Context: an optimization exercise on an open-source flow, tuned for small area and few clock cycles. The choices shown serve that exercise and are no tape-out recipe. No functional check of the RTL was part of this run. No activity file was given, so power comes from the tool's default toggle rates.

### design/flow/config.mk
export PLATFORM = sky130hd
export DESIGN_NAME = hdlc_rx32
export DESIGN_NICKNAME = hdlc_rx32
export VERILOG_FILES = /design/flow/design.v
export SDC_FILE = /design/flow/constraint.sdc
export NUM_CORES = 4
export LEC_CHECK = 0
export CAP_MARGIN = 20
export CORE_MARGIN = 2
export CORE_UTILIZATION = 40
export SLEW_MARGIN = 20
### design/flow/constraint.sdc
create_clock -name core_clock -period 5.5 [get_ports {clk}]
set_input_delay 1.1000 -clock core_clock [delete_from_list [all_inputs] [get_ports {clk}]]
set_output_delay 1.1000 -clock core_clock [all_outputs]
set_load 0.01 [all_outputs]
### design/flow/design.v
module crc16_x25_byte (
    input  wire [15:0] crc_in,
    input  wire [7:0]  data,
    output reg  [15:0] crc_out
);
    integer i;
    reg [15:0] c;
    always @(*) begin
        c = crc_in ^ {8'h00, data};
        for (i = 0; i < 8; i = i + 1) begin
            if (c[0])
                c = (c >> 1) ^ 16'h8408;
            else
                c = c >> 1;
        end
        crc_out = c;
    end
endmodule
module hdlc_rx32 (
    input  wire        clk,
    input  wire        rst,
    input  wire        rx_valid,
    output wire        rx_ready,
    input  wire [31:0] rx_data,
    input  wire  [2:0] rx_len,
    input  wire        rx_clear,
    output wire        pl_valid,
    input  wire        pl_ready,
    output reg  [31:0] pl_data,
    output wire  [2:0] pl_len,
    output wire        pl_end,
    output wire        pl_crc_ok,
    output wire        pl_abort
);
    localparam [7:0]  FLAG = 8'h7E;
    localparam [7:0]  ESC  = 8'h7D;
    localparam [15:0] RESIDUE = 16'hF0B8;
    reg        open_r;      
    reg        ne_r;        
    reg        esc_r;       
    reg  [1:0] hc_r;        
    reg  [7:0] h0_r;        
    reg  [7:0] h1_r;        
    reg [15:0] crc_r;       
    reg  [1:0] off_r;       
    wire [15:0] c_step [0:3];
    reg  [3:0] inr, flg, val, endp;
    reg  [7:0] u [0:3];
    reg  [2:0] rank [0:3];    
    reg  [2:0] krank [0:4];   
    reg  [3:0] esc_at;        
    reg [15:0] c_at [0:4];
    reg  [3:0] open_at, ne_at;
    reg        o, n, e;
    reg  [2:0] k;
    reg [15:0] c;
    integer p;
    crc16_x25_byte u_c0 (.crc_in(c_at[0]), .data(u[0]), .crc_out(c_step[0]));
    crc16_x25_byte u_c1 (.crc_in(c_at[1]), .data(u[1]), .crc_out(c_step[1]));
    crc16_x25_byte u_c2 (.crc_in(c_at[2]), .data(u[2]), .crc_out(c_step[2]));
    crc16_x25_byte u_c3 (.crc_in(c_at[3]), .data(u[3]), .crc_out(c_step[3]));
    always @(*) begin
        o = open_r; n = ne_r; e = esc_r; k = {1'b0, hc_r}; c = crc_r;
        for (p = 0; p < 4; p = p + 1) begin
            inr[p]    = (p >= off_r) && (p < rx_len);
            flg[p]    = 1'b0;
            val[p]    = 1'b0;
            endp[p]   = 1'b0;
            u[p]      = rx_data[8*p +: 8] ^ {2'b00, e, 5'b00000};
            esc_at[p] = e;
            krank[p]  = k;
            rank[p]   = k;
            c_at[p]   = c;
            open_at[p] = o;
            ne_at[p]  = n;
            if (inr[p]) begin
                if (rx_data[8*p +: 8] == FLAG) begin
                    flg[p]  = 1'b1;
                    endp[p] = o && n;
                    o = 1'b1; n = 1'b0; e = 1'b0; k = 3'd0; c = 16'hFFFF;
                end else if (o) begin
                    n = 1'b1;
                    if (!e && rx_data[8*p +: 8] == ESC) begin
                        e = 1'b1;
                    end else begin
                        e = 1'b0;
                        val[p] = 1'b1;
                        k = k + 3'd1;
                        c = c_step[p];
                    end
                end
            end
        end
        krank[4] = k;
        c_at[4]  = c;
    end
    reg  [2:0] nend;
    reg  [1:0] e1;
    reg        has_end;
    always @(*) begin
        nend = 3'd0; e1 = 2'd0; has_end = 1'b0;
        for (p = 3; p >= 0; p = p - 1) begin
            nend = nend + {2'b00, endp[p]};
            if (endp[p]) begin
                e1 = p;
                has_end = 1'b1;
            end
        end
    end
    wire split = !rx_clear && ((nend >= 3'd2) || (endp[0] && val[1] && val[2] && val[3]));
    reg  [3:0] sel;
    reg        hin;
    reg  [2:0] tlen;
    reg        flag_after;
    always @(*) begin
        flag_after = 1'b0;
        sel = 4'd0;
        for (p = 3; p >= 0; p = p - 1) begin
            if (!has_end || p < e1) begin
                sel[p] = val[p] && !flag_after;
                if (flg[p]) flag_after = 1'b1;
            end
        end
        hin  = !flag_after;
        tlen = has_end ? krank[e1] : krank[4];
    end
    wire [2:0] nemit = has_end ? ((tlen >= 3'd2) ? tlen - 3'd2 : tlen)
                               : ((tlen >= 3'd2) ? tlen - 3'd2 : 3'd0);
    integer i;
    always @(*) begin
        for (i = 0; i < 4; i = i + 1) begin
            pl_data[8*i +: 8] = 8'h00;
            if (hin && hc_r == 2'd2 && i == 0)
                pl_data[8*i +: 8] = h0_r;
            if (hin && hc_r != 2'd0 && i == hc_r - 1)
                pl_data[8*i +: 8] = pl_data[8*i +: 8] | h1_r;
            for (p = 0; p < 4; p = p + 1)
                if (sel[p] && rank[p] == i)
                    pl_data[8*i +: 8] = pl_data[8*i +: 8] | u[p];
        end
    end
    wire        crc_good = (c_at[e1] == RESIDUE) && !esc_at[e1] && (krank[e1] >= 3'd2);
    wire        clr_end  = open_r && ne_r;
    wire        ev       = rx_clear ? clr_end : (has_end || nemit != 3'd0);
    assign pl_valid  = rx_valid && ev;
    assign pl_len    = rx_clear ? 3'd0 : nemit;
    assign pl_end    = rx_clear ? 1'b1 : has_end;
    assign pl_crc_ok = !rx_clear && crc_good;
    assign pl_abort  = rx_clear;
    wire go = rx_valid && (!ev || pl_ready);
    assign rx_ready = (!ev || pl_ready) && !split;
    reg [7:0] nh0, nh1;
    always @(*) begin
        nh0 = h0_r; nh1 = h1_r;
        for (p = 0; p < 4; p = p + 1)
            if (val[p]) begin
                nh0 = nh1;
                nh1 = u[p];
            end
    end
    always @(posedge clk) begin
        if (rst) begin
            open_r <= 1'b0;
            off_r  <= 2'd0;
        end else if (go) begin
            if (rx_clear) begin
                open_r <= 1'b0;
                off_r  <= 2'd0;
            end else if (split) begin
                open_r <= 1'b1;
                ne_r   <= 1'b0;
                esc_r  <= 1'b0;
                hc_r   <= 2'd0;
                crc_r  <= 16'hFFFF;
                off_r  <= e1 + 2'd1;
            end else begin
                open_r <= o;
                ne_r   <= n;
                esc_r  <= e;
                hc_r   <= (k >= 3'd2) ? 2'd2 : k[1:0];
                crc_r  <= c;
                h0_r   <= nh0;
                h1_r   <= nh1;
                off_r  <= 2'd0;
            end
        end
    end
endmodule
### design/flow/run.sh
#!/bin/bash
# synth_recipe.tcl (not shown) runs the flow's synth.tcl, then flattens the netlist and writes it again
# the make line also repeats each setting of config.mk as NAME=value (left out here)
make -C /OpenROAD-flow-scripts/flow DESIGN_CONFIG=/design/flow/config.mk WORK_HOME=/design/flow/orfs CLKGATE_MAP_FILE= SYNTH_SCRIPT=/design/flow/synth_recipe.tcl finish
==> flow_summary.ini <==
[yosys]
synth_edf_count = 36
syn_nets = 972
netlist_instances = 905
synth_area_per_cell_sq_um = 7.66
ys.flop_type = edfxtp_1
ys_seq_elements = 39
synth_top_area_share_pct = 15.6
synth_area_leaders = edfxtp_1 (16%), nand2_1 (6.8%), a22oi_1 (5.7%)
synthMostInstantiatedCell = nand2_1
yosys_warnings = 10
async_flop_share_pct = 0
synthTopCellsByCount = nand2_1 (125), nor2_1 (63), a22oi_1 (53), o21ai_0 (53), clkbuf_1 (48)
synth_area_sq_mm = 0.00694
synth_seq_area_share_pct = 16.5
yosys.area.top_type = edfxtp_1
yosysUniqueCellTypes = 92

[global_route]
grt_pass1_vias = 8881
grt_max_degree = 23
gr-total-overflow = 0
grt_antenna_before_repair = 0
grtUsageTotal_pct = 39.7
grt_pass1_wl_um = 53900

[critical_path]
critPathMostFrequentCell = buf_4
worstPathCellList = buf_6 > buf_6 > buf_4 > xnor2_2 > xor3_2 > xnor2_1 > a221oi_2 > buf_4 > xnor2_2 > xnor3_2 > buf_4 > xor2_1 > o22ai_2 > or4b_4 > nor3_2 > a21oi_1 > a211oi_2 > nand2_1 > o41ai_4 > buf_2
crit_path_top_delay_cell = or4b_4
arrival_ps = 5210
cp-start-kind = primary input
cp_max_fo = 4
criticalPathCategory = in -> out
worstPathBufferInverterCount = 6
cp-end-kind = primary output
cp_top_family = XOR/XNOR gates
worstPathRequired_ps = 4400
critical-path-max-stage-delay_ps = 480

[floorplan]
start_util_pct = 40.5
die_w_um = 136
die-area_sq_mm = 0.0184
coreArea_sq_mm = 0.0171
die_h_um = 136
num_rows = 48
pin_count = 80

[layout]
n_antenna_cell = 0
area_growth_pct = 76.8
nets = 1395
drive_above_1_share_pct = 51.6
fillers = 1394
fin_cells = 1554

[clock_network]
cts_buffer_depth = 2
h-tree-depth = 2
cts_tree = done
clockRootBuffer = clkbuf_16
hold_buffers = 0
cts_sinks = 39
clock_latency_ps = 300
path_clk_slew_ps = 60
cts-buffers-inserted = 5

[sta]
finalMaxSlewViolations = 0
slew_headroom_pct = 51.0
worst_slew_pin_slew_ps = 731
final.period_utilization_pct = 115
finalHoldViolCount = 0
finClkSkew_ps = 6.30
clock.fmax_ghz = 0.159
finalSetupViolations = 75
rsz0062_at_grt = true
min_period_ps = 6310
holdWs_ps = 610
worst_slack_ps = -805

[power_and_ir_drop]
pwr_density_cell_mw_per_mm2 = 103
p_leak_nw = 5.53
ir_drop_v = 0.000101

[route]
vias_per_cell = 6.21
initialDrtViolationCount = 1426
dr_total_vias = 9652
drc = 0
avgRoutedWirePerCell_um = 24.6
routed_wirelength_um = 38300
drtAntennaViolNets = 0
drt_pre_antenna_iters = 10

[place]
port_buffers = 79
place_ws_ps = -1700
gp_congestion = 1.04
dp_hpwl_um = 29200
dp_cells = 1466

[outcome]
status = finished with violations
so.violations = setup timing

[job]
maxCapViolCount = 0

[hold_path]
hold_path_class = reg -> reg
## cell type report
cell class	count	area, sq um	area share [%]
multi-input combinational	766	6580	53.7
clock buffer	5	125	1.02
clock inverter	3	38.8	0.316
inverter	28	108	0.877
timing repair buffer	488	3990	32.5
tap	225	282	2.30
sequential	39	1140	9.31
## worst min-delay path: stages, from the launching register on
cell	delay [ps]
dfxtp_1	320
buf_4	140
nand2_1	50
a21oi_1	50
## what timing repair did
action	in CTS	in global routing
buffers inserted	38	47
pin swaps	75	113
setup endpoints to repair	94	86
gates cloned	1	0
resized for setup	256	216
## cell families (layout without fill, tap and decap cells)
logic type      Yosys count  after routing  synth area share, %
compound gates          288            288                 30.8
xor+xnor                 91             91                 15.1
fa+ha+maj                27             27                 4.98
buf+inv                 101            524                 5.79
flops                    39             39                 16.5
mux                      19             19                 2.92
simple gates            340            341                 24.0
## final timing paths
path	start	to	slack, ps	depth (start not counted)
setup / recovery	rx_data[1]	pl_crc_ok	-810	20
hold / removal	off_r[0]$_SDFFE_PP0P_	off_r[0]$_SDFFE_PP0P_	610	3
setup reg to reg	esc_r$_SDFFCE_PP0P_	h0_r[1]$_DFFE_PP_	260	25
hold reg to reg	off_r[0]$_SDFFE_PP0P_	off_r[0]$_SDFFE_PP0P_	610	3
## stage by stage
| step | TNS (ps) | power (mW) | utilization [%] | cell area, sq um |
|---|---|---|---|---|
| 2_1_floorplan | -7650 | 0.590 | - | 7170 |
| 3_3_place_gp | -103670 | 0.828 | 61.4 | 10500 |
| 3_5_place_dp | -106830 | 0.828 | 61.4 | 10500 |
| 4_1_cts | -17990 | 1.21 | 66.4 | 11400 |
| 5_1_grt | -32710 | 1.30 | 71.6 | 12300 |
| 6_report | -20550 | 1.26 | 71.6 | 12300 |
## cell usage in the layout (no fill, tap or decap), types with 7 or more instances in the layout
| cell | Yosys | routed |
|---|---|---|
| a21o_1 | 16 | 16 |
| a21oi_1 | 42 | 30 |
| a21oi_2 | 3 | 11 |
| a222oi_1 | 33 | 33 |
| a22oi_1 | 53 | 28 |
| a22oi_2 | 1 | 26 |
| and2_4 | 0 | 14 |
| buf_12 | 0 | 8 |
| buf_2 | 14 | 37 |
| buf_4 | 1 | 353 |
| buf_6 | 0 | 55 |
| clkdlybuf4s50_1 | 0 | 17 |
| dlymetal6s2s_1 | 0 | 11 |
| edfxtp_1 | 36 | 36 |
| ha_1 | 26 | 15 |
| ha_4 | 0 | 8 |
| inv_1 | 27 | 24 |
| mux2i_1 | 18 | 17 |
| nand2_1 | 125 | 108 |
| nand2_2 | 1 | 10 |
| nand2_4 | 0 | 7 |
| nand3_1 | 45 | 31 |
| nand3_2 | 0 | 11 |
| nor2_1 | 63 | 48 |
| nor2_2 | 0 | 9 |
| nor2_4 | 1 | 7 |
| nor3_1 | 20 | 11 |
| nor3_4 | 0 | 7 |
| o211ai_1 | 17 | 17 |
| o21ai_0 | 53 | 42 |
| o22ai_1 | 14 | 9 |
| xnor2_1 | 45 | 36 |
| xnor2_2 | 6 | 13 |
| xnor3_1 | 9 | 8 |
| xor2_1 | 25 | 22 |
## registers in the layout, summed over array words and instances (netlist names)
signal	count
h0_r	8
crc_r	16
esc_r	1
ne_r	1
off_r	2
open_r	1
h1_r	8
hc_r	2
## where the power goes
group	switching (mW)	internal [mW]	total, mW
clock	0.137	0.212	0.349
sequential	0.00747	0.330	0.337
combinational	0.286	0.289	0.575
## layer usage
metal | global-route usage [%] | routed length, um | up-vias
li1 | - | - | 4242
met1 | 52.5 | 15000 | 4598
met2 | 62.0 | 17000 | 659
met3 | 9.32 | 4200 | 153
met4 | 16.8 | 2090 | 0
met5 | 0 | 0 | -

[afterwards: timing with drivers on the ports]
Ports are ideal in the flow. The routed layout listed here was re-timed in OpenROAD.
Step 1 assumes that a clkbuf_16 drives the clock port and a buf_2 every other input.
Step 2, shift: input delay + t, output delay - t, t = (earliest + latest rising clock arrival at the registers) / 2. This alone moves slack from input paths to output paths.
Three values: no drivers, after step 1, after step 2; two values: the first two.
shift t [ns]: 0.342
slack for setup (ns): -0.805 / -0.837 / -0.837
worst slew at a driven data input, ns: 0.05
For this run, drivers alone change the setup slack by -0.032 ns; drivers and shift together by -0.032 ns.
